What follows belongs to an exercise in optimizing a design on an open flow for small area, a short achievable clock period and few clock cycles; a production flow would make more cautious choices.
Only simulation tests tie the RTL to the original design; equivalence was not proved.
Power and IR drop assume default switching activity.

==> flow/config.mk <==
export PLATFORM = sky130hd
export DESIGN_NAME = s345_rx
export DESIGN_NICKNAME = s345_rx
export VERILOG_FILES = /design/flow/design.v
export SDC_FILE = /design/flow/constraint.sdc
export NUM_CORES = 4
export LEC_CHECK = 0
export CAP_MARGIN = 20
export CORE_MARGIN = 2
export CORE_UTILIZATION = 35
export CTS_CLUSTER_DIAMETER = 100
export CTS_CLUSTER_SIZE = 20
export PLACE_DENSITY = 0.6
export SLEW_MARGIN = 20
==> flow/constraint.sdc <==
create_clock -name core_clock -period 36.0 [get_ports {clk}]
set_input_delay 7.2000 -clock core_clock [delete_from_list [all_inputs] [get_ports {clk}]]
set_output_delay 7.2000 -clock core_clock [all_outputs]
set_load 0.01 [all_outputs]
==> flow/design.v <==
module s345_rx (
    input  wire         clk,
    input  wire         rst_n,
    input  wire [31:0]  cfg_sync_pattern,
    input  wire [5:0]   cfg_sync_width,
    input  wire [31:0]  cfg_est_num,
    input  wire [15:0]  cfg_est_den,
    input  wire [3:0]   cfg_ch_min,
    input  wire [3:0]   cfg_ch_max,
    input  wire [31:0]  cfg_chan_vendor,
    input  wire [63:0]  cfg_poly,
    input  wire [63:0]  cfg_fxor,
    input  wire [15:0]  cfg_plan_len,
    input  wire [319:0] cfg_plan,
    input  wire         in_valid,
    input  wire         in_level,
    output wire         in_ready,
    output reg          m_valid,
    output wire [1:0]   m_vendor,
    output wire [3:0]   m_channel,
    output wire         m_hdr_present,
    output wire [31:0]  m_header,
    output wire [31:0]  m_txid,
    output wire [7:0]   m_state,
    output reg  [15:0]  cnt_sync,
    output reg  [15:0]  cnt_man_err,
    output reg  [15:0]  cnt_chan_err,
    output reg  [15:0]  cnt_zero_txid,
    output reg  [15:0]  cnt_crc_err
);
    reg  [31:0] smask_c;     
    integer ic;
    always @* begin
        for (ic = 0; ic < 32; ic = ic + 1)
            smask_c[ic] = (ic < cfg_sync_width);
    end
    localparam [2:0] S_SYNC = 3'd0, S_CH = 3'd1, S_HDR = 3'd2, S_TX = 3'd3,
                     S_ST = 3'd4, S_CRC = 3'd5;
    assign in_ready = 1'b1;
    reg  [31:0] e_num;
    reg  [15:0] e_den;
    reg  [5:0]  sw;          
    reg  [4:0]  w_m1;        
    reg  [4:0]  w_m2;        
    reg         rst_r;       
    reg  [4:0]  be;          
    wire [4:0]  v_dl = sw[4:0] - 5'd3;      
    wire        b14  = (v_dl >= 5'd16);
    wire [4:0]  v_lo = b14 ? v_dl - 5'd14 : v_dl;
    reg  [31:0] pat;         
    always @(posedge clk) begin
        pat   <= cfg_sync_pattern & smask_c;
        e_num <= cfg_est_num;
        e_den <= cfg_est_den;
        sw    <= cfg_sync_width;
        w_m1  <= sw[4:0] - 5'd2;
        w_m2  <= sw[4:0] - 5'd3;
        rst_r <= rst_n;
        be    <= {b14, v_lo[3:0]};
    end
    wire        rst = ~rst_r;
    reg         prev;
    reg  [15:0] c;
    reg  [15:0] h1;
    reg  [15:0] hd [0:28];   
    reg  [4:0]  ntr;         
    reg  [20:0] S;
    reg         mode;        
    reg  [20:0] snap;
    reg  [34:0] q;           
    reg         fresh;       
    reg         fE1, fE2;    
    reg         fL1, fL2;    
    reg  [2:0]  st;
    reg  [2:0]  idx;
    reg  [4:0]  rem;         
    reg         zc;          
    reg         pv, pl;      
    reg  [31:0] sync;
    reg  [15:0] crc;
    reg  [2:0]  lo;          
    reg         chk;         
    reg         crc_bad;
    reg  [1:0]  vend;
    reg  [3:0]  chan;
    reg         hdr;
    reg  [31:0] header;
    reg  [31:0] txid;
    reg  [7:0]  sst;
    reg         pm1, pm2;    
    reg         pz0, pz1;    
    reg         cp_ok;       
    reg  [1:0]  vdc0, vdc1;  
    reg  [1:0]  vend_o;      
    assign m_vendor      = vend_o;
    assign m_channel     = chan;
    assign m_hdr_present = hdr;
    assign m_header      = header;
    assign m_txid        = txid;
    assign m_state       = sst;
    reg  v_r, l_r;
    always @(posedge clk) begin
        v_r <= in_valid & rst_n;
        l_r <= in_level;
    end
    wire push  = v_r;
    wire trans = push & (l_r != prev);
    wire b     = prev;
    wire [15:0] o1  = be[0] ? hd[0]  : h1;
    wire [15:0] o2  = be[1] ? hd[2]  : o1;
    wire [15:0] o4  = be[2] ? hd[6]  : o2;
    wire [15:0] o8  = be[3] ? hd[14] : o4;
    wire [15:0] hw  = be[4] ? hd[28] : o8;       
    wire [15:0] h1v = (ntr != 5'd0) ? h1 : 16'd0;
    wire [15:0] hwv = (ntr >= w_m1) ? hw : 16'd0;
    integer k;
    always @(posedge clk) begin
        if (trans) begin
            h1     <= c;
            hd[0]  <= h1;
            hd[1]  <= o1;
            hd[3]  <= o2;
            hd[7]  <= o4;
            hd[15] <= o8;
            for (k = 1; k <= 28; k = k + 1)
                if (k != 1 && k != 3 && k != 7 && k != 15)
                    hd[k] <= hd[k-1];
        end
    end
    wire [31:0] n1    = mode ? {11'd0, snap} : e_num;
    wire [16:0] d2    = mode ? {11'd0, w_m2, 1'b0} : {e_den, 1'b0};
    wire        czero = (c == 16'd0);
    wire        ge1   = fresh ? (mode ? fL1 : fE1) : ~q[34];
    wire        ge2   = fresh ? (mode ? fL2 : fE2) : ~q[34] & (q[33:0] >= {1'b0, n1, 1'b0});
    wire        nz    = ~czero & ge1;           
    wire        n2    = ~czero & ge2;           
    wire is_sync = (st == S_SYNC);
    wire fld     = (st == S_CH) | (st == S_HDR) | (st == S_TX) | (st == S_ST) | (st == S_CRC);
    wire m0      = b ? pz1 : pz0;
    wire [15:0] poly_v = cfg_poly[vend * 16 +: 16];
    wire [15:0] crc_p  = {crc[14:0], b} ^ (crc[15] ? poly_v : 16'd0);
    wire        tz     = (txid[30:0] == 31'd0) & ~b;
    wire [3:0]  idx1   = {1'b0, idx} + 4'd1;
    wire [9:0]  ne     = cfg_plan[{vend, idx1[2:0]} * 10 +: 10];
    wire [3:0]  ne_len = cfg_plan_len[vend * 4 +: 4];
    wire        ne_crc = !(idx1 < ne_len && !idx1[3]);
    wire [1:0]  vd_ch  = b ? vdc1 : vdc0;
    wire [9:0]  e0     = cfg_plan[vd_ch * 80 +: 10];
    wire        e0_crc = (cfg_plan_len[vd_ch * 4 +: 4] == 4'd0);
    reg         ev_sync, ev_chan, ev_zero, ev_chk;
    reg  [2:0]  lo_n;
    reg  [1:0]  ev_man;
    reg  [2:0]  st_n;
    reg  [2:0]  idx_n;
    reg  [4:0]  rem_n;
    reg         zc_n, pv_n, pl_n;
    reg  [31:0] sync_n;
    reg  [15:0] crc_n;
    reg  [1:0]  vend_n;
    reg  [3:0]  chan_n;
    reg         hdr_n;
    reg  [31:0] header_n, txid_n;
    reg  [7:0]  sst_n;
    reg         mode_n;
    reg  [20:0] snap_n;
    reg         endf;
    always @* begin
        st_n = st; idx_n = idx; rem_n = rem; zc_n = zc; pv_n = pv; pl_n = pl;
        sync_n = sync; crc_n = crc; vend_n = vend; chan_n = chan; hdr_n = hdr;
        header_n = header; txid_n = txid; sst_n = sst; mode_n = mode; snap_n = snap;
        ev_sync = 1'b0; ev_chan = 1'b0; ev_zero = 1'b0; ev_chk = 1'b0; lo_n = lo;
        ev_man = 2'd0; endf = 1'b0;
        if (trans && nz) begin
            if (is_sync) begin
                if (pm1 || (n2 && pm2)) begin
                    ev_sync = 1'b1;
                    st_n    = S_CH;
                    rem_n   = 5'd4;
                    mode_n  = 1'b1;
                    snap_n  = S;
                end
                sync_n = (n2 && !pm1) ? {sync[29:0], b, b} : {sync[30:0], b};
                if (n2 && pm1) begin
                    pv_n = 1'b1;
                    pl_n = b;
                end
            end else if (fld) begin
                if (!pv) begin
                    pv_n = 1'b1;
                    pl_n = b;
                    ev_man = {1'b0, n2};
                end else if (pl == b) begin
                    ev_man = n2 ? 2'd2 : 2'd1;
                end else begin
                    pv_n  = 1'b0;
                    if (st != S_CH)          crc_n = crc_p;
                    else if (rem == 5'd1)    crc_n = {12'd0, lo, b};
                    lo_n  = {lo[1:0], b};
                    case (st)
                        S_HDR: begin header_n = {header[30:0], b}; hdr_n = 1'b1; end
                        S_TX:  txid_n = {txid[30:0], b};
                        S_ST:  sst_n  = {sst[6:0], b};
                        default: ;
                    endcase
                    if (rem != 5'd1) begin
                        rem_n = rem - 5'd1;
                    end else begin
                        case (st)
                            S_CH: begin
                                if (cp_ok) begin
                                    vend_n   = vd_ch;
                                    chan_n   = {lo, b};
                                    hdr_n    = 1'b0;
                                    header_n = 32'd0;
                                    txid_n   = 32'd0;
                                    sst_n    = 8'd0;
                                end else begin
                                    ev_chan = 1'b1;
                                    endf    = 1'b1;
                                end
                            end
                            S_TX: begin
                                if (zc && tz) begin
                                    ev_zero = 1'b1;
                                    endf    = 1'b1;
                                end
                            end
                            S_CRC: begin
                                ev_chk = 1'b1;       
                                endf   = 1'b1;
                            end
                            default: ;
                        endcase
                        idx_n = (st == S_CH) ? 3'd0 : idx + 3'd1;
                        if (st == S_CH) begin
                            st_n  = e0_crc ? S_CRC : e0[2:0];
                            rem_n = e0_crc ? 5'd16 : e0[8:4];
                            zc_n  = e0[3];
                        end else begin
                            st_n  = ne_crc ? S_CRC : ne[2:0];
                            rem_n = ne_crc ? 5'd16 : ne[8:4];
                            zc_n  = ne[3];
                        end
                    end
                    if (endf) begin
                        st_n   = S_SYNC;
                        sync_n = 32'd0;
                        mode_n = 1'b0;
                        if (n2) begin
                            sync_n = {31'd0, b};
                            if (m0) begin
                                ev_sync = 1'b1;
                                st_n    = S_CH;
                                rem_n   = 5'd4;
                                mode_n  = 1'b1;
                                snap_n  = S;
                            end
                        end
                    end else if (n2) begin
                        pv_n = 1'b1;
                        pl_n = b;
                    end
                end
            end
        end
    end
    wire [34:0] q_a   = fresh ? ~{3'd0, n1} : q;
    wire [17:0] q_b   = fresh ? {d2, 1'b0} : {1'b0, d2};
    wire [35:0] q_sx  = {q_a, fresh} + {17'd0, q_b, fresh};
    wire [34:0] q_sum = q_sx[35:1];
    wire [17:0] e3    = {2'd0, e_num[15:0]} + {1'b0, e_num[15:0], 1'b0};
    wire        fE1_d = (e_num[31:17] == 15'd0) && ({e_den, 1'b0} >= e_num[16:0]);
    wire        fE2_d = (e_num[31:16] == 16'd0) && ({1'b0, e_den, 1'b0} >= e3);
    wire [22:0] s3    = {2'd0, snap_n} + {1'b0, snap_n, 1'b0};
    wire        fL1_d = ({15'd0, w_m2, 1'b0} >= snap_n);
    wire        fL2_d = ({17'd0, w_m2, 1'b0} >= s3);
    always @(posedge clk) begin
        fE1 <= fE1_d;
        fE2 <= fE2_d;
        fL1 <= fL1_d;
        fL2 <= fL2_d;
    end
    wire        prev_d = trans ? l_r : prev;
    wire [31:0] sync_d = sync_n;
    wire [2:0]  st_d   = st_n;
    wire [1:0]  vend_d = vend_n;
    wire [15:0] fxor_v = cfg_fxor[vend * 16 +: 16];
    wire        crc_eq = (crc == fxor_v);
    wire [2:0]  idx_d  = idx_n;
    reg  [31:0] smask;
    integer i;
    always @* begin
        for (i = 0; i < 32; i = i + 1)
            smask[i] = (i < sw);
    end
    wire        pm1_d = (({sync_d[30:0], prev_d} & smask) == pat);
    wire        pm2_d = (({sync_d[29:0], prev_d, prev_d} & smask) == pat);
    wire        pz0_d = (pat == 32'd0);
    wire        pz1_d = (pat == 32'd1);
    wire [3:0]  chv_d  = {lo_n, prev_d};
    wire        cpok_d = (chv_d >= cfg_ch_min) && (chv_d <= cfg_ch_max);
    wire [1:0]  vdc0_d = cfg_chan_vendor[{lo_n, 1'b0} * 2 +: 2];
    wire [1:0]  vdc1_d = cfg_chan_vendor[{lo_n, 1'b1} * 2 +: 2];
    always @(posedge clk) begin
        pm1    <= pm1_d;
        pm2    <= pm2_d;
        pz0    <= pz0_d;
        pz1    <= pz1_d;
        cp_ok  <= cpok_d;
        vdc0   <= vdc0_d;
        vdc1   <= vdc1_d;
    end
    always @(posedge clk) begin
        prev <= rst ? 1'b0   : prev_d;
        sync <= rst ? 32'd0  : sync_d;
        st   <= rst ? S_SYNC : st_d;
        crc  <= crc_n;
        lo   <= lo_n;
        vend <= vend_d;
        vend_o <= rst ? 2'd0 : vend_d;
        idx  <= idx_d;
        rem <= rem_n; zc <= zc_n; pl <= pl_n; chan <= chan_n; hdr <= hdr_n;
        header <= header_n; txid <= txid_n; sst <= sst_n; snap <= snap_n;
        if (rst) begin
            c    <= 16'd0;
            ntr  <= 5'd0;
            S    <= 21'd0;
            mode <= 1'b0;
            pv   <= 1'b0;
        end else begin
            pv   <= pv_n;
            mode <= mode_n;
            if (push) begin
                if (trans) begin
            fresh <= 1'b0;
                    c <= 16'd1;
                    if (ntr != 5'd31) ntr <= ntr + 5'd1;
                    S <= S + {5'd0, h1v} - {5'd0, hwv};
                    fresh <= 1'b1;
                end else if (czero) begin
                    c <= 16'd1;
                    fresh <= 1'b1;
                end else if (c != 16'hFFFF) begin
                    c <= c + 16'd1;
                    fresh <= 1'b0;
                    q <= q_sum;
                end
            end
        end
    end
    always @(posedge clk) begin
        if (rst) begin
            m_valid       <= 1'b0;
            chk           <= 1'b0;
            crc_bad       <= 1'b0;
            cnt_sync      <= 16'd0;
            cnt_man_err   <= 16'd0;
            cnt_chan_err  <= 16'd0;
            cnt_zero_txid <= 16'd0;
            cnt_crc_err   <= 16'd0;
        end else begin
            chk           <= ev_chk;
            m_valid       <= chk & crc_eq & rst_n;
            crc_bad       <= chk & ~crc_eq;
            cnt_sync      <= cnt_sync      + {15'd0, ev_sync};
            cnt_man_err   <= cnt_man_err   + {14'd0, ev_man};
            cnt_chan_err  <= cnt_chan_err  + {15'd0, ev_chan};
            cnt_zero_txid <= cnt_zero_txid + {15'd0, ev_zero};
            cnt_crc_err   <= cnt_crc_err   + {15'd0, crc_bad};
        end
    end
endmodule
==> flow/flow/run.sh <==
#!/bin/bash
# The standard layout (the standard.sh: ORFS synthesis to finish), with
# one change: the buffers that placement puts on every input and output port
# are sky130_fd_sc_hd__buf_1 instead of the buffer ORFS picks by default
# (clkdlybuf4s50_1, a delay cell).
set -euo pipefail
bash standard.sh finish "BUFFER_PORTS_ARGS=-buffer_cell sky130_fd_sc_hd__buf_1" > standard.log 2>&1
==> flow/standard.sh <==
#!/bin/bash
# synth_recipe.tcl (not shown) runs the flow's synth.tcl, then flattens the netlist and writes it again
# the make line also repeats each setting of config.mk as NAME=value (left out here)
make -C /OpenROAD-flow-scripts/flow DESIGN_CONFIG=/design/flow/config.mk WORK_HOME=/design/flow/orfs CLKGATE_MAP_FILE= SYNTH_SCRIPT=/design/flow/synth_recipe.tcl "${@:-finish}"
==> flow_summary.yaml, run 1 <==
status:
  status: "complete, no violations"
floorplan:
  ios: 755
  fp.dieH_um: 366
  num_rows: 132
  start_util: 0.354
  dieWidth_um: 366
  dieArea_um2: 134000
  core-area_um2: 130000
clock_tree:
  post_cts_buffers: 0
  hold_buffers: 0
  cts_num_sinks: 925
  numCtsBuffers: 56
  h-tree-depth: 2
  tritoncts: "yes"
  clk_latency_ns: 0.70
  path_clk_slew_ns: 0.09
  ctsResizeCount: 0
  cts_buffer_depth: 3
  cts_root_buf: "clkbuf_16"
route:
  dr_total_vias: 33700
  wirelength_um: 154000
  via_per_inst: 5.31
  first_pass_iters: 8
  ant_nets: 0
  dr.first_iter.drc_count: 2977
  drc: 0
  wire_per_inst_um: 24.3
synthesis:
  syn-cell-area_um2: 45900
  synth_top_cell_area_share: 0.405
  yosysWarningCount: 2
  synth_commonest_cells: "edfxtp_1 (619), nand2_1 (383), dfxtp_1 (306), nor2_1 (284), a21oi_1 (226)"
  yosys-top-cells-area: "edfxtp_1 (40%), dfxtp_1 (13%), mux4_2 (6.6%), ha_1 (5.5%), nand2_1 (3.1%)"
  synth_edf_count: 619
  synth_cell_types: 89
  syn-num-nets: 4678
  yosysMostFrequentCell: "edfxtp_1"
  netlist_instances: 3863
  ys_ff_latch: 925
  synth_top_cell_by_area: "edfxtp_1"
  synth_seq_area_share: 0.538
  synth_flop_cell: "edfxtp_1"
  syn_area_per_cell_um2: 11.9
  async_flop_share: 0
global_route:
  grt-ovfl-total: 0
  grt_antenna_before_repair: 29
  grt_max_degree: 115
  track_usage: 0.223
  met3_usage: 0.0383
  grtUsageMet2: 0.387
  use_met1: 0.256
  grt_pass1_vias: 33700
  grt_first_pass_wirelength_um: 224000
  top_usage_layer: "met2"
sta:
  clock.fmax_ghz: 0.109
  setup_tns_ns: 0
  rsz0062_at_grt: "false"
  hold_viol_final: 0
  fin_crit_sh: 0.255
  tightest_slew_ns: 1.14
  final.setup.worst_slack_ns: 26.83
  slew_violations: 0
  setup_viol: 0
  slew_headroom: 0.235
  hold-worst-slack_ns: 0.401
  final.min_clock_period_ns: 9.17
  skew_ns: 0.0606
pwr:
  powerDensity_nw_per_um2: 41.1
  sw_frac_of_total: 0.257
  p_int_uw: 1600
  p_seq_frac: 0.552
  ir_drop_mv: 0.0372
  comb_power_share: 0.136
  p_sw_uw: 555
  p_clk_frac: 0.312
  power.leakage_uw: 0.0182
min_path:
  hp-class: "reg2reg"
final_layout:
  fill_cells: 12700
  drive_gt1_frac: 0.0940
  multi_input_area_um2: 19900
  seq_area_um2: 24700
  num-nets-final: 5342
  area_delta_synth_final_pct: 14.3
  layout.cells.non_filler: 6344
  stdcell_area_um2: 52500
critical_path:
  worstSetupEndpointType: "register"
  crit_chain: "buf_1, mux4_2, inv_1, ha_1, a21boi_0, o21ai_0, nand2b_1, a2111oi_2, buf_4, a22oi_1, or3_1, a21oi_1"
  required_ns: 36.58
  crit_type: "in2reg"
  cp-start-kind: "primary input"
  crit_path_max_fanout: 8
  worst_path_max_delay_cell: "mux4_2"
  arrival_ns: 9.75
  critPathMaxStageDelay_ns: 0.49
place:
  post-place-cells: 6211
  dpl_worst_slack_ns: 26.12
  hpwl_um: 119000
  place_congestion: 0.977
  dpl_cell_area_um2: 50700
  port_buffers: 721
run:
  max_cap_violations: 0
==> worst paths after layout <==
| check | start | endpoint | slack (ns) | cells after the start |
|---|---|---|---|---|
| max reg2reg | mode$_SDFFE_PN0P_ | fL2$_DFF_P_ | 28.37 | 26 |
| min reg2reg | hd[11][14]$_DFFE_PP_ | hd[12][14]$_DFFE_PP_ | 0.40 | 0 |
| min | hd[11][14]$_DFFE_PP_ | hd[12][14]$_DFFE_PP_ | 0.40 | 0 |
| max | cfg_plan_len[5] | st[1]$_SDFFE_PN0P_ | 26.83 | 12 |
==> cell type report <==
class | instances | share of cell area
Antenna cell | 29 | 0.00138
Clock buffer | 93 | 0.0302
Clock inverter | 11 | 0.00267
Inverter | 186 | 0.0135
Multi-Input combinational cell | 2578 | 0.380
Sequential cell | 925 | 0.471
Tap cell | 1742 | 0.0415
Timing Repair Buffer | 780 | 0.0601
==> cell families (layout without fill, tap and decap cells) <==
group	after synthesis	count (layout)	synth area share
AND/OR/NAND/NOR	1118	1118	0.114
flip-flops	925	925	0.538
adder cells (fa/ha/maj)	221	221	0.0633
XOR/XNOR	199	199	0.0380
multiplexers	363	363	0.119
AO/OA/AOI/OAI	676	676	0.0966
buffers and inverters	360	1070	0.0301
other	1	30	0.0000817
==> flip-flops by register name, summed over array words and instances (netlist names), 6 cells and up, named ones only <==
register,cells
cnt_man_err,16
sw,6
hd,464
e_num,32
q,34
snap,21
cnt_zero_txid,16
S,21
crc,16
e_den,16
cnt_sync,16
sync,31
cnt_chan_err,16
cnt_crc_err,16
txid,32
header,32
h1,16
pat,32
sst,8
c,16
==> stage by stage <==
step / utilization / total power, uW
after floorplan: - / 1420
after global placement: 0.390 / 1500
after detailed placement: 0.390 / 1510
after CTS: 0.404 / 2180
after global routing: 0.404 / 2260
final: 0.404 / 2160
==> layer usage <==
layer | wire length (um) | vias to the layer above | part of all wire
li1 | - | 15700 | -
met1 | 58500 | 16600 | 0.38
met2 | 76400 | 1150 | 0.50
met3 | 8200 | 318 | 0.053
met4 | 10900 | 12 | 0.071
met5 | 82 | - | 0.00053
==> power groups by stage <==
| stage | Clock, uW | Sequential, uW | Combinational (uW) |
|---|---|---|---|
| floorplan | 0 | 1220 | 200 |
| global placement | 0 | 1210 | 288 |
| detailed placement | 0 | 1210 | 291 |
| CTS | 701 | 1190 | 293 |
| global route | 738 | 1190 | 324 |
| finish | 673 | 1190 | 293 |
==> critical path: cells and delay by family <==
kind | cells | cell delay (ns)
compound gates | 5 | 0.90
fa+ha+maj | 1 | 0.21
buf+inv | 3 | 0.50
mux | 1 | 0.49
simple gates | 2 | 0.46
==> placed cells by master (no fill, tap or decap), types with 33 or more instances in the layout <==
master,instances
buf_1,721
edfxtp_1,619
nand2_1,383
dfxtp_1,300
nor2_1,282
a21oi_1,225
ha_1,201
inv_1,180
mux4_2,135
mux2_2,113
mux2i_1,111
o21ai_0,107
xor2_1,101
xnor2_1,97
nand3_1,89
clkbuf_16,58
buf_4,58
nand4_1,51
nor3_1,49
and3_1,41
nor4_1,40
and2_1,39
clkbuf_1,35
nor2b_1,34
nand2b_1,33
a31oi_1,33
Testbench counts, summed over its fixed seeds: cycles 113,360.
==> run 2: changes to the inputs <==
--- a/flow/design.v
+++ b/flow/design.v
@@ -68,9 +68,6 @@
     reg         mode;        
     reg  [20:0] snap;
     reg  [34:0] q;           
-    reg         fresh;       
-    reg         fE1, fE2;    
-    reg         fL1, fL2;    
     reg  [2:0]  st;
     reg  [2:0]  idx;
     reg  [4:0]  rem;         
@@ -130,8 +127,8 @@
     wire [31:0] n1    = mode ? {11'd0, snap} : e_num;
     wire [16:0] d2    = mode ? {11'd0, w_m2, 1'b0} : {e_den, 1'b0};
     wire        czero = (c == 16'd0);
-    wire        ge1   = fresh ? (mode ? fL1 : fE1) : ~q[34];
-    wire        ge2   = fresh ? (mode ? fL2 : fE2) : ~q[34] & (q[33:0] >= {1'b0, n1, 1'b0});
+    wire        ge1   = ~q[34];
+    wire        ge2   = ~q[34] & (q[33:0] >= {1'b0, n1, 1'b0});
     wire        nz    = ~czero & ge1;           
     wire        n2    = ~czero & ge2;           
     wire is_sync = (st == S_SYNC);
@@ -264,22 +261,12 @@
             end
         end
     end
-    wire [34:0] q_a   = fresh ? ~{3'd0, n1} : q;
-    wire [17:0] q_b   = fresh ? {d2, 1'b0} : {1'b0, d2};
-    wire [35:0] q_sx  = {q_a, fresh} + {17'd0, q_b, fresh};
-    wire [34:0] q_sum = q_sx[35:1];
-    wire [17:0] e3    = {2'd0, e_num[15:0]} + {1'b0, e_num[15:0], 1'b0};
-    wire        fE1_d = (e_num[31:17] == 15'd0) && ({e_den, 1'b0} >= e_num[16:0]);
-    wire        fE2_d = (e_num[31:16] == 16'd0) && ({1'b0, e_den, 1'b0} >= e3);
-    wire [22:0] s3    = {2'd0, snap_n} + {1'b0, snap_n, 1'b0};
-    wire        fL1_d = ({15'd0, w_m2, 1'b0} >= snap_n);
-    wire        fL2_d = ({17'd0, w_m2, 1'b0} >= s3);
-    always @(posedge clk) begin
-        fE1 <= fE1_d;
-        fE2 <= fE2_d;
-        fL1 <= fL1_d;
-        fL2 <= fL2_d;
-    end
+    wire        q_rst = trans | czero;
+    wire [31:0] n1_n  = mode_n ? {11'd0, snap_n} : e_num;
+    wire [16:0] d2_n  = mode_n ? {11'd0, w_m2, 1'b0} : {e_den, 1'b0};
+    wire [34:0] q_a   = q_rst ? ~{3'd0, n1_n} : q;
+    wire [16:0] q_b   = q_rst ? d2_n : d2;
+    wire [34:0] q_sum = q_a + {18'd0, q_b} + {34'd0, q_rst};
     wire        prev_d = trans ? l_r : prev;
     wire [31:0] sync_d = sync_n;
     wire [2:0]  st_d   = st_n;
@@ -332,17 +319,15 @@
             mode <= mode_n;
             if (push) begin
                 if (trans) begin
-            fresh <= 1'b0;
                     c <= 16'd1;
                     if (ntr != 5'd31) ntr <= ntr + 5'd1;
                     S <= S + {5'd0, h1v} - {5'd0, hwv};
-                    fresh <= 1'b1;
+                    q <= q_sum;
                 end else if (czero) begin
                     c <= 16'd1;
-                    fresh <= 1'b1;
+                    q <= q_sum;
                 end else if (c != 16'hFFFF) begin
                     c <= c + 16'd1;
-                    fresh <= 1'b0;
                     q <= q_sum;
                 end
             end
==> flow_summary.yaml, run 2 <==
sta:
  fin_crit_sh: 0.253
  rsz0062_at_grt: "false"
  hold-worst-slack_ns: 0.394
  setup_tns_ns: 0
  hold_viol_final: 0
  setup_viol: 0
  slew_violations: 0
  final.setup.worst_slack_ns: 26.89
  skew_ns: 0.0571
  tightest_slew_ns: 1.12
  final.min_clock_period_ns: 9.11
  slew_headroom: 0.252
  clock.fmax_ghz: 0.110
final_layout:
  num-nets-final: 4784
  fill_cells: 11500
  largest_register: "hd"
  largest_registers: "hd: 464 flops, q: 34 flops"
  area_delta_synth_final_pct: 14.8
  seq_area_um2: 24600
  drive_gt1_frac: 0.100
  multi_input_area_um2: 16900
  mostFrequentLayoutCells: "buf_1 (721), edfxtp_1 (618), nand2_1 (352)"
  final_common_cell: "buf_1"
  stdcell_area_um2: 48800
  largest_register_ffs: 464
global_route:
  track_usage: 0.202
  grt_pass1_vias: 29600
  grt-ovfl-total: 0
  grt_first_pass_wirelength_um: 189000
  grt_antenna_before_repair: 21
  grt_max_degree: 103
floorplan:
  ios: 755
  core-area_um2: 120000
  start_util: 0.354
  fp.dieH_um: 353
  dieArea_um2: 124000
  num_rows: 127
  dieWidth_um: 353
route:
  via_per_inst: 5.21
  wire_per_inst_um: 22.6
  dr_total_vias: 29900
  first_pass_iters: 6
  drc: 0
  ant_nets: 0
  dr.first_iter.drc_count: 2615
  wirelength_um: 130000
synthesis:
  synth_cell_types: 97
  yosysWarningCount: 2
  syn-num-nets: 4122
  syn-cell-area_um2: 42500
  ys_ff_latch: 920
  synth_top_cell_by_area: "edfxtp_1"
  synth_commonest_cells: "edfxtp_1 (618), nand2_1 (353), dfxtp_1 (302), nor2_1 (223), a21oi_1 (183)"
  netlist_instances: 3402
  synth_edf_count: 618
  synth_top_cell_area_share: 0.437
  synth_flop_cell: "edfxtp_1"
  yosysMostFrequentCell: "edfxtp_1"
  yosys-top-cells-area: "edfxtp_1 (44%), dfxtp_1 (14%), mux4_2 (7.4%), ha_1 (3.2%), nand2_1 (3.1%)"
  async_flop_share: 0
  synth_seq_area_share: 0.579
  syn_area_per_cell_um2: 12.5
clock_tree:
  hold_buffers: 0
  cts_buffer_depth: 3
  cts_num_sinks: 920
  post_cts_buffers: 0
  cts_root_buf: "clkbuf_16"
  clk_latency_ns: 0.70
  h-tree-depth: 2
  tritoncts: "yes"
  path_clk_slew_ns: 0.08
  ctsResizeCount: 0
  numCtsBuffers: 55
pwr:
  finalPower_uw: 2100
  power.leakage_uw: 0.0164
  ir_drop_mv: 0.0384
  powerDensity_nw_per_um2: 43.1
critical_path:
  cp-start-kind: "primary input"
  regToRegEndpoint: "q[26]$_DFFE_PP_"
  reg2reg_depth: 27
  crit_path_max_fanout: 8
  reg2reg_slack_ns: 27.38
  arrival_ns: 9.71
  required_ns: 36.60
  crit_type: "in2reg"
  r2r-start: "mode$_SDFF_PN0_"
  worstSetupEndpointType: "register"
place:
  dpl_worst_slack_ns: 26.20
  port_buffers: 721
  dpl_cell_area_um2: 47100
  place_congestion: 0.974
  hpwl_um: 96900
run:
  max_cap_violations: 0
min_path:
  hp-class: "reg2reg"
  min-delay-start: "hd[26][1]$_DFFE_PP_"
  hold_path_depth: 0
  min_to: "hd[27][1]$_DFFE_PP_"
status:
  status: "complete, no violations"
-- run 2: layout make-up --
class                   instances  area share
well taps                    1612      0.0413
clock inverters                11     0.00305
flip-flops and latches        920       0.504
diodes                         14    0.000718
multi-input cells            2185       0.346
repair buffers                773      0.0636
inverters                     129      0.0101
clock buffers                  93      0.0311
-- run 2: worst max path at each step --
stage / depth (start not counted) / startpoint / slack, ns / end
CTS: 12 / cfg_plan_len[9] / 26.93 / st[1]$_SDFFE_PN0P_
finish: 12 / cfg_plan_len[9] / 26.89 / st[1]$_SDFFE_PN0P_
floorplan: 5 / prev$_SDFF_PN0_ / 21.04 / h1[0]$_DFFE_PP_
global placement: 12 / cfg_plan_len[9] / 26.24 / st[1]$_SDFFE_PN0P_
detailed placement: 12 / cfg_plan_len[9] / 26.20 / st[1]$_SDFFE_PN0P_
global route: 26 / mode$_SDFF_PN0_ / 26.78 / q[26]$_DFFE_PP_
-- run 2: metrics by stage --
stage	util	std cells
5_1_grt	0.406	5735
3_3_place_gp	0.392	5618
3_5_place_dp	0.392	5619
4_1_cts	0.406	5723
6_report	0.406	5737
2_1_floorplan	-	3402
-- run 2: kinds of logic (layout without fill, tap and decap cells) --
logic type,Yosys count,in the layout,synth area share
XOR/XNOR,201,201,0.0414
other,1,15,0.0000882
multiplexers,318,318,0.119
AO/OA/AOI/OAI,541,541,0.0809
adder cells (fa/ha/maj),126,126,0.0403
buffers and inverters,297,1006,0.0273
flip-flops,920,920,0.579
AND/OR/NAND/NOR,998,998,0.112
-- run 2: layer usage --
metal / track usage / up-vias / share of wire
met5: 0 / - / 0
met4: 0.112 / 0 / 0.059
met3: 0.0258 / 263 / 0.050
met2: 0.347 / 1031 / 0.50
met1: 0.245 / 14700 / 0.39
li1: - / 13900 / -
-- run 2: worst max-delay path, stage by stage --
cell and delay, ns:
buf_1 0.09, mux4_2 0.47, inv_1 0.07, ha_1 0.21, a21boi_0 0.12, o21ai_0 0.20
nand2b_1 0.12, a2111oi_2 0.36, buf_4 0.25, a22oi_1 0.13, or3_1 0.37, a21oi_1 0.12
-- run 2: report_power, final --
part	internal (uW)	switching, uW
Combinational	112	147
Sequential	1160	20.5
Clock	297	364
Total	1570	532
Testbench counts of run 2, summed over its fixed seeds: cycles 113,360.
==> run 3: changes to the inputs <==
--- a/flow/design.v
+++ b/flow/design.v
@@ -88,6 +88,8 @@
     reg         pz0, pz1;    
     reg         cp_ok;       
     reg  [1:0]  vdc0, vdc1;  
+    reg         e0c0, e0c1;  
+    reg         ne_crc;      
     reg  [1:0]  vend_o;      
     assign m_vendor      = vend_o;
     assign m_channel     = chan;
@@ -139,11 +141,9 @@
     wire        tz     = (txid[30:0] == 31'd0) & ~b;
     wire [3:0]  idx1   = {1'b0, idx} + 4'd1;
     wire [9:0]  ne     = cfg_plan[{vend, idx1[2:0]} * 10 +: 10];
-    wire [3:0]  ne_len = cfg_plan_len[vend * 4 +: 4];
-    wire        ne_crc = !(idx1 < ne_len && !idx1[3]);
     wire [1:0]  vd_ch  = b ? vdc1 : vdc0;
     wire [9:0]  e0     = cfg_plan[vd_ch * 80 +: 10];
-    wire        e0_crc = (cfg_plan_len[vd_ch * 4 +: 4] == 4'd0);
+    wire        e0_crc = b ? e0c1 : e0c0;
     reg         ev_sync, ev_chan, ev_zero, ev_chk;
     reg  [2:0]  lo_n;
     reg  [1:0]  ev_man;
@@ -286,6 +286,7 @@
     wire        pz1_d = (pat == 32'd1);
     wire [3:0]  chv_d  = {lo_n, prev_d};
     wire        cpok_d = (chv_d >= cfg_ch_min) && (chv_d <= cfg_ch_max);
+    wire [3:0]  idx1_d = {1'b0, idx_d} + 4'd1;
     wire [1:0]  vdc0_d = cfg_chan_vendor[{lo_n, 1'b0} * 2 +: 2];
     wire [1:0]  vdc1_d = cfg_chan_vendor[{lo_n, 1'b1} * 2 +: 2];
     always @(posedge clk) begin
@@ -296,6 +297,9 @@
         cp_ok  <= cpok_d;
         vdc0   <= vdc0_d;
         vdc1   <= vdc1_d;
+        e0c0   <= (cfg_plan_len[vdc0_d * 4 +: 4] == 4'd0);
+        e0c1   <= (cfg_plan_len[vdc1_d * 4 +: 4] == 4'd0);
+        ne_crc <= !(idx1_d < cfg_plan_len[vend_d * 4 +: 4] && !idx1_d[3]);
     end
     always @(posedge clk) begin
         prev <= rst ? 1'b0   : prev_d;
--- a/flow/config.mk
+++ b/flow/config.mk
@@ -7,8 +7,8 @@
 export LEC_CHECK = 0
 export CAP_MARGIN = 20
 export CORE_MARGIN = 2
-export CORE_UTILIZATION = 35
+export CORE_UTILIZATION = 55
 export CTS_CLUSTER_DIAMETER = 100
 export CTS_CLUSTER_SIZE = 20
-export PLACE_DENSITY = 0.6
+export PLACE_DENSITY = 0.7
 export SLEW_MARGIN = 20
==> flow_summary.yaml, run 3 <==
clock_tree:
  tritoncts: "yes"
  post_cts_buffers: 0
  cts_root_buf: "clkbuf_16"
  ctsResizeCount: 0
  cts_num_sinks: 923
  clk_latency_ns: 0.66
  cts_buffer_depth: 3
  numCtsBuffers: 52
  hold_buffers: 0
  path_clk_slew_ns: 0.08
  h-tree-depth: 2
global_route:
  grt_antenna_before_repair: 28
  track_usage: 0.335
  grt_pass1_vias: 29000
  grt_max_degree: 120
  grt_first_pass_wirelength_um: 192000
  grt-ovfl-total: 0
synthesis:
  yosysMostFrequentCell: "edfxtp_1"
  synth_commonest_cells: "edfxtp_1 (615), nand2_1 (387), dfxtp_1 (308), nor2_1 (299), a21oi_1 (175)"
  synth_compound_area_frac: 0.0806
  synth_flop_cell: "edfxtp_1"
  synth-xor-area-share: 0.0372
  synthSimpleGateAreaFrac: 0.117
  synth_top_cell_area_share: 0.434
  netlist_instances: 3478
  yosys-top-cells-area: "edfxtp_1 (43%), dfxtp_1 (14%), mux4_2 (7.4%), nand2_1 (3.4%), ha_1 (3.2%)"
  synth_mux_area_frac: 0.119
  async_flop_share: 0
  syn-cell-area_um2: 42600
  synthAdderAreaFrac: 0.0405
  synth_top_family_by_area: "multiplexers"
  synth_edf_count: 615
  syn-num-nets: 4199
  synth_seq_area_share: 0.578
  syn_area_per_cell_um2: 12.2
  yosysWarningCount: 2
  synth_cell_types: 93
  synth_top_cell_by_area: "edfxtp_1"
  ys_ff_latch: 923
route:
  dr.first_iter.drc_count: 3255
  dr_total_vias: 31100
  ant_nets: 0
  wire_per_inst_um: 25.9
  first_pass_iters: 7
  via_per_inst: 5.93
  wirelength_um: 136000
  drc: 0
sta:
  hold-worst-slack_ns: 0.390
  hold_viol_final: 0
  slew_headroom: 0.267
  slew_violations: 0
  setup_tns_ns: 0
  final.min_clock_period_ns: 8.91
  setup_viol: 0
  skew_ns: 0.0440
  final.setup.worst_slack_ns: 27.09
  clock.fmax_ghz: 0.112
  tightest_slew_ns: 1.09
  rsz0062_at_grt: "false"
  fin_crit_sh: 0.247
final_layout:
  drive_gt1_frac: 0.0904
  num-nets-final: 4859
  largest_register: "hd"
  largest_registers: "hd: 464 flops, q: 34 flops"
  largest_register_ffs: 464
  final_common_cell: "buf_1"
  area_delta_synth_final_pct: 12.8
  layout.cells.non_filler: 5238
  mostFrequentLayoutCells: "buf_1 (721), edfxtp_1 (615), nand2_1 (387)"
place:
  dpl_worst_slack_ns: 26.45
  place_congestion: 1.04
  post-place-cells: 5123
  hpwl_um: 104000
  port_buffers: 721
critical_path:
  cp-start-kind: "primary input"
  crit_path_start: "cfg_plan[81]"
  crit_path_max_fanout: 2
  cp_common_cell: "mux4_2"
  critPathMaxStageDelay_ns: 0.62
  arrival_ns: 9.43
  worstSetupEndpointType: "register"
  worst_path_max_delay_cell: "mux4_2"
  crit_chain: "buf_1, mux4_2, mux4_2, mux2_2, a22oi_1, or4_1, a21oi_1"
  required_ns: 36.52
  crit_type: "in2reg"
  r2r-start: "prev$_SDFF_PN0_"
floorplan:
  ios: 755
  dieWidth_um: 282
  core-area_um2: 77100
  dieArea_um2: 79700
  fp.dieH_um: 282
  start_util: 0.552
  num_rows: 102
pwr:
  ir_drop_mv: 0.0378
  power.leakage_uw: 0.0163
  powerDensity_nw_per_um2: 43.7
min_path:
  min-delay-start: "hd[27][0]$_DFFE_PP_"
  hp-class: "reg2reg"
run:
  max_cap_violations: 0
status:
  status: "complete, no violations"
==> run 3: changes by cell type after synthesis, moves of 10 or more <==
cell and delta:
and2_1 -12, nor3_1 -12, buf_1 -10, o21ai_1 +10, mux2_2 -10, xnor2_1 -14
nor2_1 +76, mux2i_1 +10, o21ai_0 +17, nand4_1 -17, a22oi_1 +11, nand2_1 +34
nor2b_1 +11, o31ai_1 -12
==> run 3: worst paths after layout <==
check / endpoint / cells after the start / slack, ns
setup / recovery: st[1]$_SDFFE_PN0P_ / 7 / 27.09
hold / removal: hd[28][0]$_DFFE_PP_ / 0 / 0.39
setup reg to reg: q[34]$_DFFE_PP_ / 26 / 27.60
hold reg to reg: hd[28][0]$_DFFE_PP_ / 0 / 0.39
==> run 3: final cells by class <==
| type | count | area [um2] |
|---|---|---|
| antenna | 16 | 40.0 |
| fill | 6214 | 29000 |
| inverter | 134 | 514 |
| sequential | 923 | 24600 |
| timing repair buffer | 769 | 3090 |
| clock buffer | 90 | 1440 |
| multi-input combinational | 2258 | 16900 |
| clock inverter | 8 | 133 |
| tap | 1040 | 1300 |
==> run 3: per-layer routing <==
| layer | vias up | wire length [um] | GRT usage |
|---|---|---|---|
| li1 | 14100 | - | - |
| met1 | 15300 | 53000 | 0.433 |
| met2 | 1419 | 62600 | 0.521 |
| met3 | 291 | 9840 | 0.0573 |
| met4 | 4 | 10000 | 0.225 |
| met5 | - | 23 | 0 |
==> run 3: kinds of logic after synthesis <==
family	after synthesis
DFF	923
AOI/OAI and AO/OA	549
buffers and inverters	297
adders and majority gates	127
other	1
xor gates and xnor gates	181
and+or+nand+nor	1078
muxes	322
==> run 3: power by group <==
| group | internal (uW) | switching [uW] |
|---|---|---|
| Clock | 285 | 343 |
| Sequential | 1170 | 23.7 |
| Combinational | 116 | 163 |
| Total | 1570 | 530 |
==> run 3: metrics by stage <==
step	util	cell area, um2	total power [uW]
after global placement	0.602	46400	1480
after global routing	0.623	48000	2180
after floorplan	-	42600	1400
final	0.623	48000	2100
after detailed placement	0.602	46400	1490
after CTS	0.622	48000	2110
==> run 3: worst max-delay path, delay by kind of cell <==
kind | cells | cell delay [ns]
muxes | 3 | 1.47
AOI/OAI and AO/OA | 2 | 0.32
buffers and inverters | 1 | 0.27
and+or+nand+nor | 1 | 0.16
Testbench counts of run 3, summed over its fixed seeds: cycles 113,360.
==> run 4: changes to the inputs <==
--- a/flow/design.v
+++ b/flow/design.v
@@ -43,19 +43,19 @@
     reg  [4:0]  w_m1;        
     reg  [4:0]  w_m2;        
     reg         rst_r;       
+    reg  [31:0] pat;         
     reg  [4:0]  be;          
     wire [4:0]  v_dl = sw[4:0] - 5'd3;      
     wire        b14  = (v_dl >= 5'd16);
     wire [4:0]  v_lo = b14 ? v_dl - 5'd14 : v_dl;
-    reg  [31:0] pat;         
     always @(posedge clk) begin
-        pat   <= cfg_sync_pattern & smask_c;
         e_num <= cfg_est_num;
         e_den <= cfg_est_den;
         sw    <= cfg_sync_width;
         w_m1  <= sw[4:0] - 5'd2;
         w_m2  <= sw[4:0] - 5'd3;
         rst_r <= rst_n;
+        pat   <= cfg_sync_pattern & smask_c;
         be    <= {b14, v_lo[3:0]};
     end
     wire        rst = ~rst_r;
@@ -90,6 +90,7 @@
     reg  [1:0]  vdc0, vdc1;  
     reg         e0c0, e0c1;  
     reg         ne_crc;      
+    reg  [8:0]  ne;          
     reg  [1:0]  vend_o;      
     assign m_vendor      = vend_o;
     assign m_channel     = chan;
@@ -140,7 +141,6 @@
     wire [15:0] crc_p  = {crc[14:0], b} ^ (crc[15] ? poly_v : 16'd0);
     wire        tz     = (txid[30:0] == 31'd0) & ~b;
     wire [3:0]  idx1   = {1'b0, idx} + 4'd1;
-    wire [9:0]  ne     = cfg_plan[{vend, idx1[2:0]} * 10 +: 10];
     wire [1:0]  vd_ch  = b ? vdc1 : vdc0;
     wire [9:0]  e0     = cfg_plan[vd_ch * 80 +: 10];
     wire        e0_crc = b ? e0c1 : e0c0;
@@ -300,6 +300,7 @@
         e0c0   <= (cfg_plan_len[vdc0_d * 4 +: 4] == 4'd0);
         e0c1   <= (cfg_plan_len[vdc1_d * 4 +: 4] == 4'd0);
         ne_crc <= !(idx1_d < cfg_plan_len[vend_d * 4 +: 4] && !idx1_d[3]);
+        ne     <= cfg_plan[{vend_d, idx1_d[2:0]} * 10 +: 9];
     end
     always @(posedge clk) begin
         prev <= rst ? 1'b0   : prev_d;
==> flow_summary.yaml, run 4 <==
final_layout:
  drive_gt1_frac: 0.0873
  largest_registers: "hd: 464 flops, q: 34 flops"
  area_delta_synth_final_pct: 12.5
  fill_cells: 6247
  largest_register_ffs: 464
  mostFrequentLayoutCells: "buf_1 (721), edfxtp_1 (615), nand2_1 (415)"
  num-nets-final: 4974
  largest_register: "hd"
  final_common_cell: "buf_1"
min_path:
  hp-class: "reg2reg"
  min-delay-start: "hd[19][10]$_DFFE_PP_"
sta:
  rsz0062_at_grt: "false"
  tightest_slew_ns: 1.16
  fin_crit_sh: 0.242
  hold_viol_final: 0
  setup_tns_ns: 0
  setup_viol: 0
  clock.fmax_ghz: 0.115
  skew_ns: 0.0253
  slew_headroom: 0.216
  slew_violations: 0
  final.min_clock_period_ns: 8.72
pwr:
  powerDensity_nw_per_um2: 43.4
  p_clk_frac: 0.294
  power.leakage_uw: 0.0168
  finalPower_uw: 2110
  ir_drop_mv: 0.0421
  p_int_uw: 1580
  p_sw_uw: 534
  p_seq_frac: 0.570
  sw_frac_of_total: 0.253
  comb_power_share: 0.137
clock_tree:
  numCtsBuffers: 52
  post_cts_buffers: 0
  cts_root_buf: "clkbuf_16"
  h-tree-depth: 2
  cts_buffer_depth: 3
  hold_buffers: 0
  ctsResizeCount: 0
  clk_latency_ns: 0.65
  cts_num_sinks: 932
  path_clk_slew_ns: 0.08
  tritoncts: "yes"
synthesis:
  synth_top_cell_by_area: "edfxtp_1"
  synth_edf_count: 615
  syn-cell-area_um2: 43300
  ys_ff_latch: 932
  synth_commonest_cells: "edfxtp_1 (615), nand2_1 (416), dfxtp_1 (317), nor2_1 (311), a21oi_1 (181)"
  yosysWarningCount: 2
  netlist_instances: 3593
  yosys-top-cells-area: "edfxtp_1 (43%), dfxtp_1 (15%), mux4_2 (6.5%), nand2_1 (3.6%), ha_1 (3.1%)"
  yosysMostFrequentCell: "edfxtp_1"
  syn-num-nets: 4314
  synth_cell_types: 93
  synth_flop_cell: "edfxtp_1"
  syn_area_per_cell_um2: 12.1
  synth_top_cell_area_share: 0.426
  synth_seq_area_share: 0.573
  async_flop_share: 0
floorplan:
  start_util: 0.557
  fp.dieH_um: 285
  core-area_um2: 77700
  num_rows: 102
  dieWidth_um: 285
  ios: 755
  dieArea_um2: 81000
global_route:
  grt_first_pass_wirelength_um: 203000
  track_usage: 0.339
  grt_pass1_vias: 30900
  grt_max_degree: 186
  grt-ovfl-total: 0
  grt_antenna_before_repair: 36
critical_path:
  arrival_ns: 1.52
  crit_path_start: "cnt_crc_err[2]$_SDFF_PN0_"
  critPathMaxStageDelay_ns: 0.67
  required_ns: 28.80
  crit_type: "reg2out"
  worst_path_max_delay_cell: "dfxtp_1"
  r2r-start: "mode$_SDFF_PN0_"
  cp-start-kind: "register"
  path_buf_inv: 1
  crit_chain: "buf_1"
  worstSetupEndpointType: "primary output"
  crit_path_max_fanout: 9
  path_delay_family: "flip-flops"
place:
  place_congestion: 1.04
  port_buffers: 721
  hpwl_um: 107000
route:
  dr_total_vias: 32100
  dr.first_iter.drc_count: 3351
  wirelength_um: 140000
  first_pass_iters: 5
  wire_per_inst_um: 26.1
  via_per_inst: 5.99
  ant_nets: 0
  drc: 0
status:
  status: "complete, no violations"
run:
  max_cap_violations: 0
[run 4: cell types whose count changed in the layout (fill, tap and decap cells not counted), moves of 12 or more]
cell	previous run	this run
o21ai_0	145	126
nand2b_1	33	17
nand2_1	387	415
mux2i_1	87	132
and2_1	40	52
nor2_1	299	311
mux4_2	139	125
nor3_1	33	47
[run 4: worst register-to-register path, cell delays in order, from the launching register on]
cell,delay (ns)
dfxtp_1,0.33
buf_4,0.38
inv_1,0.39
nand2_1,0.17
ha_1,0.25
and4b_1,0.23
a221oi_1,0.61
a41oi_1,0.64
o211a_1,0.54
or3_1,0.79
nor2_1,0.21
o21a_1,0.15
a21o_1,0.11
inv_1,0.06
fa_1,0.44
nor2b_1,0.13
o21ai_0,0.12
a21oi_1,0.21
o21ai_0,0.16
a311oi_1,0.40
o31a_1,0.27
a21o_1,0.18
nand3_1,0.17
nor2_1,0.54
nand4b_1,0.21
xnor2_1,0.18
[run 4: metrics by stage]
step	hold slack, ns	cell area, um2	setup WS, ns	util	std cells
floorplan	0.368	43300	21.07	-	3593
global placement	0.400	47100	26.99	0.607	5238
detailed placement	0.405	47200	26.95	0.607	5238
CTS	0.419	48700	27.24	0.626	5336
global route	0.421	48700	27.26	0.627	5348
finish	0.416	48700	27.28	0.627	5349
[run 4: final cells by class]
cell class / instances / area [um2] / share of cell area
diodes: 12 / 30.0 / 0.000616
clock buffers: 93 / 1460 / 0.0299
clock inverters: 5 / 78.8 / 0.00162
inverters: 130 / 498 / 0.0102
multi-input cells: 2365 / 17400 / 0.358
flip-flops and latches: 932 / 24800 / 0.509
well taps: 1040 / 1300 / 0.0267
repair buffers: 772 / 3110 / 0.0637
[run 4: cell families (layout without fill, tap and decap cells)]
group | count (synthesis) | after routing | share of synthesized area
compound gates | 575 | 575 | 0.0847
xor+xnor | 181 | 181 | 0.0368
flops | 932 | 932 | 0.573
simple gates | 1136 | 1136 | 0.120
fa+ha+maj | 127 | 127 | 0.0398
other cells | 1 | 13 | 0.0000865
buf+inv | 296 | 1000 | 0.0273
mux | 345 | 345 | 0.118
[run 4: metal layers]
layer  track usage  vias up  share of wire
li1              -    14500              -
met1         0.450    15800           0.40
met2         0.526     1458           0.46
met5             0        -        0.00072
met4         0.184       16          0.059
met3        0.0680      304          0.085
[run 4: worst paths after layout]
kind | end | slack (ns) | cells after the start
max | cnt_crc_err[2] | 27.28 | 1
min | hd[20][10]$_DFFE_PP_ | 0.42 | 0
min reg2reg | hd[20][10]$_DFFE_PP_ | 0.42 | 0
max reg2reg | q[30]$_DFFE_PP_ | 27.89 | 25
[run 4: power by group through the flow]
stage                     clock (uW)  sequential, uW  combinational (uW)
final                            620            1200                 289
after global routing             669            1210                 317
after CTS                        633            1200                 285
after detailed placement           0            1230                 283
after global placement             0            1230                 278
after floorplan                    0            1230                 199
Testbench counts of run 4, summed over its fixed seeds: cycles 113,360.
==> run 5: changes to the inputs <==
--- a/flow/design.v
+++ b/flow/design.v
@@ -28,12 +28,6 @@
     output reg  [15:0]  cnt_zero_txid,
     output reg  [15:0]  cnt_crc_err
 );
-    reg  [31:0] smask_c;     
-    integer ic;
-    always @* begin
-        for (ic = 0; ic < 32; ic = ic + 1)
-            smask_c[ic] = (ic < cfg_sync_width);
-    end
     localparam [2:0] S_SYNC = 3'd0, S_CH = 3'd1, S_HDR = 3'd2, S_TX = 3'd3,
                      S_ST = 3'd4, S_CRC = 3'd5;
     assign in_ready = 1'b1;
@@ -43,7 +37,6 @@
     reg  [4:0]  w_m1;        
     reg  [4:0]  w_m2;        
     reg         rst_r;       
-    reg  [31:0] pat;         
     reg  [4:0]  be;          
     wire [4:0]  v_dl = sw[4:0] - 5'd3;      
     wire        b14  = (v_dl >= 5'd16);
@@ -55,7 +48,6 @@
         w_m1  <= sw[4:0] - 5'd2;
         w_m2  <= sw[4:0] - 5'd3;
         rst_r <= rst_n;
-        pat   <= cfg_sync_pattern & smask_c;
         be    <= {b14, v_lo[3:0]};
     end
     wire        rst = ~rst_r;
@@ -280,6 +272,7 @@
         for (i = 0; i < 32; i = i + 1)
             smask[i] = (i < sw);
     end
+    wire [31:0] pat   = cfg_sync_pattern & smask;
     wire        pm1_d = (({sync_d[30:0], prev_d} & smask) == pat);
     wire        pm2_d = (({sync_d[29:0], prev_d, prev_d} & smask) == pat);
     wire        pz0_d = (pat == 32'd0);
==> flow_summary.yaml, run 5 <==
critical_path:
  critPathMaxStageDelay_ns: 0.96
  cp_common_cell: "a222oi_1"
  crit_path_start: "cfg_sync_pattern[15]"
  crit_path_max_fanout: 4
  worstSetupEndpointType: "register"
  r2r-start: "prev$_SDFF_PN0_"
  path_buf_inv: 1
  required_ns: 36.48
  worst_path_max_delay_cell: "a2111oi_0"
  arrival_ns: 10.74
  crit_type: "in2reg"
  crit_chain: "buf_1, nor2_1, a222oi_1, and3_1, nand3_1, a222oi_1, o311ai_0, a2111oi_0, nand4_1, nor3_1"
  cp-start-kind: "primary input"
  path_delay_family: "compound AO/OA/AOI/OAI gates"
sta:
  setup_viol: 0
  slew_headroom: 0.189
  clock.fmax_ghz: 0.0974
  rsz0062_at_grt: "false"
  skew_ns: 0.0376
  slew_violations: 0
  fin_crit_sh: 0.285
  hold_viol_final: 0
  setup_tns_ns: 0
  tightest_slew_ns: 1.19
  final.min_clock_period_ns: 10.26
  hold-worst-slack_ns: 0.397
synthesis:
  synth_top_cell_area_share: 0.438
  syn-cell-area_um2: 42200
  syn-num-nets: 4148
  synth_seq_area_share: 0.573
  synth_edf_count: 615
  async_flop_share: 0
  synth_flop_cell: "edfxtp_1"
  yosysMostFrequentCell: "edfxtp_1"
  netlist_instances: 3427
  synth_commonest_cells: "edfxtp_1 (615), nand2_1 (392), dfxtp_1 (285), nor2_1 (247), a21oi_1 (152)"
  synth_top_cell_by_area: "edfxtp_1"
  syn_area_per_cell_um2: 12.3
  synth_cell_types: 96
  ys_ff_latch: 900
  yosys-top-cells-area: "edfxtp_1 (44%), dfxtp_1 (14%), mux4_2 (6.7%), nand2_1 (3.5%), ha_1 (3.2%)"
  yosysWarningCount: 2
final_layout:
  drive_gt1_frac: 0.0959
  largest_register: "hd"
  post-route-util: 0.625
  mostFrequentLayoutCells: "buf_1 (721), edfxtp_1 (615), nand2_1 (391)"
  largest_registers: "hd: 464 flops, q: 34 flops"
  final_common_cell: "buf_1"
  area_delta_synth_final_pct: 12.6
  stdcell_area_um2: 47500
  fill_cells: 6151
  num-nets-final: 4803
  largest_register_ffs: 464
clock_tree:
  post_cts_buffers: 0
  ctsResizeCount: 0
  path_clk_slew_ns: 0.09
  clk_latency_ns: 0.65
  h-tree-depth: 2
  hold_buffers: 0
  cts_num_sinks: 900
  numCtsBuffers: 51
  tritoncts: "yes"
  cts_buffer_depth: 3
  cts_root_buf: "clkbuf_16"
global_route:
  track_usage: 0.330
  grt_first_pass_wirelength_um: 189000
  grt_antenna_before_repair: 36
  grt_pass1_vias: 28400
  grt_max_degree: 199
  grt-ovfl-total: 0
route:
  top_layer: "met5"
  dr.first_iter.drc_count: 2897
  via_per_inst: 5.87
  first_pass_iters: 5
  wire_per_inst_um: 25.7
  dr_total_vias: 30400
  drc: 0
  wl_met3_um: 9430
  met2_length_um: 61800
  wirelength_um: 133000
  wl_met1_um: 56300
  ant_nets: 0
floorplan:
  start_util: 0.555
  dieWidth_um: 281
  core-area_um2: 75900
  fp.dieH_um: 281
  ios: 755
  dieArea_um2: 78900
  num_rows: 101
place:
  dpl_cell_area_um2: 45900
  place_congestion: 1.00
  hpwl_um: 103000
  port_buffers: 721
pwr:
  power.leakage_uw: 0.0166
  comb_power_share: 0.133
  powerDensity_nw_per_um2: 42.9
  p_int_uw: 1520
  finalPower_uw: 2040
  p_seq_frac: 0.567
  sw_frac_of_total: 0.252
  p_sw_uw: 514
  ir_drop_mv: 0.0402
  p_clk_frac: 0.300
min_path:
  min-delay-start: "hd[5][2]$_DFFE_PP_"
  hp-class: "reg2reg"
run:
  max_cap_violations: 0
status:
  status: "complete, no violations"
## run 5: cell count changes after synthesis, sizes merged, moves of 13 or more
cell,previous run,this run
nor2,313,248
and2,53,89
mux2,82,115
dfxtp,317,285
a21oi,182,152
mux2i,138,110
nand2,417,392
a31oi,36,12
nor4,42,19
o21a,22,7
o22ai,5,18
## run 5: stage by stage
| stage | instances | worst slack [ns] |
|---|---|---|
| 6_report | 5169 | 25.74 |
| 5_1_grt | 5160 | 25.90 |
| 4_1_cts | 5148 | 26.15 |
| 3_5_place_dp | 5059 | 25.51 |
| 3_3_place_gp | 5059 | 25.38 |
| 2_1_floorplan | 3427 | 20.68 |
## run 5: cells by family after synthesis
family | synth area share
simple gates | 0.120
fa+ha+maj | 0.0409
buf+inv | 0.0287
compound gates | 0.0744
flops | 0.573
mux | 0.124
xor+xnor | 0.0389
other cells | 0.0000890
## run 5: cell type report
type / instances / area, um2 / area share
Antenna cell: 21 / 52.6 / 0.00111
Clock buffer: 84 / 1420 / 0.0299
Clock inverter: 5 / 97.6 / 0.00206
Inverter: 128 / 488 / 0.0103
Multi-Input combinational cell: 2234 / 16900 / 0.356
Sequential cell: 900 / 24200 / 0.509
Tap cell: 1030 / 1290 / 0.0272
Timing Repair Buffer: 767 / 3060 / 0.0646
## run 5: power groups by stage
stage	combinational, uW	sequential [uW]	clock [uW]
3_3_place_gp	261	1180	0
6_report	271	1150	612
4_1_cts	267	1150	623
3_5_place_dp	264	1180	0
5_1_grt	294	1160	659
2_1_floorplan	178	1180	0
## run 5: path summary, 6_finish.rpt
check	to	slack [ns]	cells after the start
setup / recovery	pm2$_DFF_P_	25.74	10
hold / removal	hd[6][2]$_DFFE_PP_	0.40	0
setup reg to reg	q[34]$_DFFE_PP_	26.93	28
hold reg to reg	hd[6][2]$_DFFE_PP_	0.40	0
## run 5: routing by layer
| layer | global-route usage | up-vias |
|---|---|---|
| li1 | - | 13900 |
| met2 | 0.519 | 1328 |
| met5 | 0 | - |
| met4 | 0.125 | 10 |
| met1 | 0.463 | 14900 |
| met3 | 0.0505 | 235 |
Testbench counts of run 5, summed over its fixed seeds: cycles 113,360.
==> run 6: changes to the inputs <==
--- a/flow/design.v
+++ b/flow/design.v
@@ -82,7 +82,6 @@
     reg  [1:0]  vdc0, vdc1;  
     reg         e0c0, e0c1;  
     reg         ne_crc;      
-    reg  [8:0]  ne;          
     reg  [1:0]  vend_o;      
     assign m_vendor      = vend_o;
     assign m_channel     = chan;
@@ -133,6 +132,7 @@
     wire [15:0] crc_p  = {crc[14:0], b} ^ (crc[15] ? poly_v : 16'd0);
     wire        tz     = (txid[30:0] == 31'd0) & ~b;
     wire [3:0]  idx1   = {1'b0, idx} + 4'd1;
+    wire [9:0]  ne     = cfg_plan[{vend, idx1[2:0]} * 10 +: 10];
     wire [1:0]  vd_ch  = b ? vdc1 : vdc0;
     wire [9:0]  e0     = cfg_plan[vd_ch * 80 +: 10];
     wire        e0_crc = b ? e0c1 : e0c0;
@@ -293,7 +293,6 @@
         e0c0   <= (cfg_plan_len[vdc0_d * 4 +: 4] == 4'd0);
         e0c1   <= (cfg_plan_len[vdc1_d * 4 +: 4] == 4'd0);
         ne_crc <= !(idx1_d < cfg_plan_len[vend_d * 4 +: 4] && !idx1_d[3]);
-        ne     <= cfg_plan[{vend_d, idx1_d[2:0]} * 10 +: 9];
     end
     always @(posedge clk) begin
         prev <= rst ? 1'b0   : prev_d;
==> flow_summary.yaml, run 6 <==
global_route:
  track_usage: 0.327
  grt-ovfl-total: 0
  grt_antenna_before_repair: 37
  grt_pass1_vias: 27100
  grt_first_pass_wirelength_um: 184000
  grt_max_degree: 211
sta:
  final.min_clock_period_ns: 9.12
  setup_tns_ns: 0
  slew_headroom: 0.219
  clock.fmax_ghz: 0.110
  slew_violations: 0
  hold_viol_final: 0
  setup_viol: 0
  fin_crit_sh: 0.253
  skew_ns: 0.0256
  rsz0062_at_grt: "false"
  tightest_slew_ns: 1.16
clock_tree:
  cts_buffer_depth: 3
  tritoncts: "yes"
  numCtsBuffers: 50
  clk_latency_ns: 0.64
  path_clk_slew_ns: 0.09
  post_cts_buffers: 0
  cts_root_buf: "clkbuf_16"
  hold_buffers: 0
  ctsResizeCount: 0
  cts_num_sinks: 891
  h-tree-depth: 2
route:
  via_per_inst: 5.91
  wirelength_um: 130000
  dr.first_iter.drc_count: 2748
  drc: 0
  ant_nets: 0
  wire_per_inst_um: 26.5
  first_pass_iters: 6
  dr_total_vias: 29000
synthesis:
  netlist_instances: 3194
  ys_ff_latch: 891
  syn-cell-area_um2: 41600
  syn-num-nets: 3915
  yosysWarningCount: 2
  synth_seq_area_share: 0.577
  syn_area_per_cell_um2: 13.0
  async_flop_share: 0
  synth_top_cell_by_area: "edfxtp_1"
  synth_flop_cell: "edfxtp_1"
  synth_edf_count: 615
  synth_top_cell_area_share: 0.444
  yosys-top-cells-area: "edfxtp_1 (44%), dfxtp_1 (13%), mux4_2 (7.7%), mux2i_1 (3.8%), ha_1 (3.3%)"
  synth_cell_types: 88
  yosysMostFrequentCell: "edfxtp_1"
  synth_commonest_cells: "edfxtp_1 (615), dfxtp_1 (276), nor2_1 (242), nand2_1 (232), mux2i_1 (158)"
pwr:
  powerDensity_nw_per_um2: 42.9
  power.leakage_uw: 0.0162
  ir_drop_mv: 0.0352
final_layout:
  num-nets-final: 4589
  largest_register_ffs: 464
  area_delta_synth_final_pct: 12.9
  fill_cells: 5916
  largest_registers: "hd: 464 flops, q: 34 flops"
  mostFrequentLayoutCells: "buf_1 (721), edfxtp_1 (615), dfxtp_1 (271)"
  drive_gt1_frac: 0.100
  layout.cells.non_filler: 4900
  final_common_cell: "buf_1"
  largest_register: "hd"
critical_path:
  path_delay_family: "multiplexers"
  path_buf_inv: 1
  reg2reg_depth: 27
  crit_chain: "buf_1, mux4_2, mux4_2, mux2_2, a221oi_1, a21oi_1, or2_2"
  critPathMaxStageDelay_ns: 0.65
  r2r-start: "mode$_SDFF_PN0_"
  path_depth: 7
  required_ns: 36.40
  arrival_ns: 9.52
  reg2reg_slack_ns: 27.29
  regToRegEndpoint: "q[34]$_DFFE_PP_"
  worstSetupEndpointType: "register"
  cp-start-kind: "primary input"
  cp_common_cell: "mux4_2"
  crit_path_start: "cfg_plan[286]"
  crit_path_max_fanout: 1
  setup.worst_path.end: "rem[2]$_SDFFCE_PP1P_"
  crit_type: "in2reg"
  worst_path_max_delay_cell: "mux4_2"
floorplan:
  core-area_um2: 74700
  num_rows: 100
  dieWidth_um: 279
  fp.dieH_um: 279
  ios: 755
  dieArea_um2: 77800
  start_util: 0.557
status:
  status: "complete, no violations"
place:
  port_buffers: 721
  place_congestion: 1.04
  hpwl_um: 101000
  post-place-cells: 4785
min_path:
  hp-class: "reg2reg"
run:
  max_cap_violations: 0
==> run 6: cell type report <==
cell class | instances | area [um2] | area share
multi-input cells | 2029 | 16600 | 0.354
repair buffers | 770 | 3080 | 0.0657
clock buffers | 87 | 1400 | 0.0299
diodes | 24 | 60.1 | 0.00128
clock inverters | 4 | 65.1 | 0.00139
inverters | 126 | 480 | 0.0102
well taps | 969 | 1210 | 0.0258
flip-flops and latches | 891 | 24000 | 0.511
==> run 6: kinds of logic (layout without fill, tap and decap cells) <==
group | Yosys count | in the layout | synth area share
other | 1 | 25 | 0.0000902
AND/OR/NAND/NOR | 906 | 906 | 0.107
adder cells (fa/ha/maj) | 128 | 128 | 0.0417
XOR/XNOR | 234 | 234 | 0.0493
AO/OA/AOI/OAI | 365 | 365 | 0.0587
multiplexers | 395 | 395 | 0.141
flip-flops | 891 | 891 | 0.577
buffers and inverters | 274 | 987 | 0.0253
==> run 6: metrics by stage <==
step	area [um2]	setup slack, ns	power (uW)	hold slack [ns]	utilization
after detailed placement	45400	26.25	1430	0.405	0.608
after floorplan	41600	20.42	1350	0.368	-
final	46900	26.88	2010	0.407	0.628
after global routing	46900	26.91	2090	0.411	0.628
after CTS	46900	26.94	2020	0.402	0.628
after global placement	45400	26.27	1430	0.400	0.608
==> run 6: how the worst min path moves through the flow <==
stage | start | end | slack, ns | cells past startpoint
global route | hd[11][4]$_DFFE_PP_ | hd[12][4]$_DFFE_PP_ | 0.41 | 0
floorplan | sw[0]$_DFF_P_ | w_m1[0]$_DFF_P_ | 0.37 | 0
detailed placement | hd[9][7]$_DFFE_PP_ | hd[10][7]$_DFFE_PP_ | 0.40 | 0
global placement | hd[26][14]$_DFFE_PP_ | hd[27][14]$_DFFE_PP_ | 0.40 | 0
finish | hd[10][3]$_DFFE_PP_ | hd[11][3]$_DFFE_PP_ | 0.41 | 0
CTS | hd[10][3]$_DFFE_PP_ | hd[11][3]$_DFFE_PP_ | 0.40 | 0
==> run 6: metal layers <==
| metal | GRT usage | vias to the layer above | wire length [um] |
|---|---|---|---|
| li1 | - | 13100 | - |
| met1 | 0.448 | 14400 | 53400 |
| met2 | 0.501 | 1251 | 58900 |
| met3 | 0.0527 | 240 | 8930 |
| met4 | 0.184 | 10 | 8310 |
| met5 | 0 | - | 63 |
==> run 6: power by group <==
group | internal (uW) | switching, uW | leakage (uW)
clock network | 269 | 330 | 0.000700
registers | 1130 | 16.6 | 0.00762
logic | 114 | 157 | 0.00789
total | 1510 | 503 | 0.0162
==> run 6: worst reg2reg max path: cells and delay by family (launching register included) <==
kind,cells,cell delay [ns]
compound gates,13,3.46
simple gates,8,2.35
flops,1,0.99
buf+inv,3,0.90
fa+ha+maj,2,0.60
mux,1,0.25
Testbench counts of run 6, summed over its fixed seeds: cycles 113,360.

## port drivers added, routing unchanged
The flow's constraints put no driver on any port. The routed layouts listed below were extracted and timed again, unchanged, in two steps.
Step 1 (the two cells are an assumption about what drives the block):
set clk [get_ports {clk}]
set_driving_cell -lib_cell sky130_fd_sc_hd__clkbuf_16 $clk
set_driving_cell -lib_cell sky130_fd_sc_hd__buf_2 [delete_from_list [all_inputs] $clk]
Step 2 times the ports against the registers' clock, not the clock port: input delays grow and output delays shrink by t, the midpoint of the rising clock arrivals with the driver on.
a / b / c = no drivers / after step 1 / after step 2; a / b = the first two.
| run | t, ns | setup WS [ns] | worst setup path after step 2 | worst register clock-pin slew, ns |
|---|---|---|---|---|
| run 1 | 0.742 | 26.829 / 26.872 / 26.131 | input to register | 0.09 / 0.09 |
| run 2 | 0.742 | 26.889 / 26.936 / 26.194 | input to register | 0.09 / 0.09 |
| run 3 | 0.708 | 27.092 / 27.140 / 26.432 | input to register | 0.10 / 0.10 |
| run 4 | 0.684 | 27.281 / 27.229 / 26.887 | input to register | 0.10 / 0.10 |
| run 5 | 0.703 | 25.737 / 25.733 / 25.031 | input to register | 0.09 / 0.09 |
| run 6 | 0.698 | 26.882 / 26.908 / 26.210 | input to register | 0.10 / 0.10 |
After both steps every run listed still meets setup and hold. For run 5, which loses most, drivers alone change the setup slack by -0.004 ns; drivers and shift together by -0.706 ns.
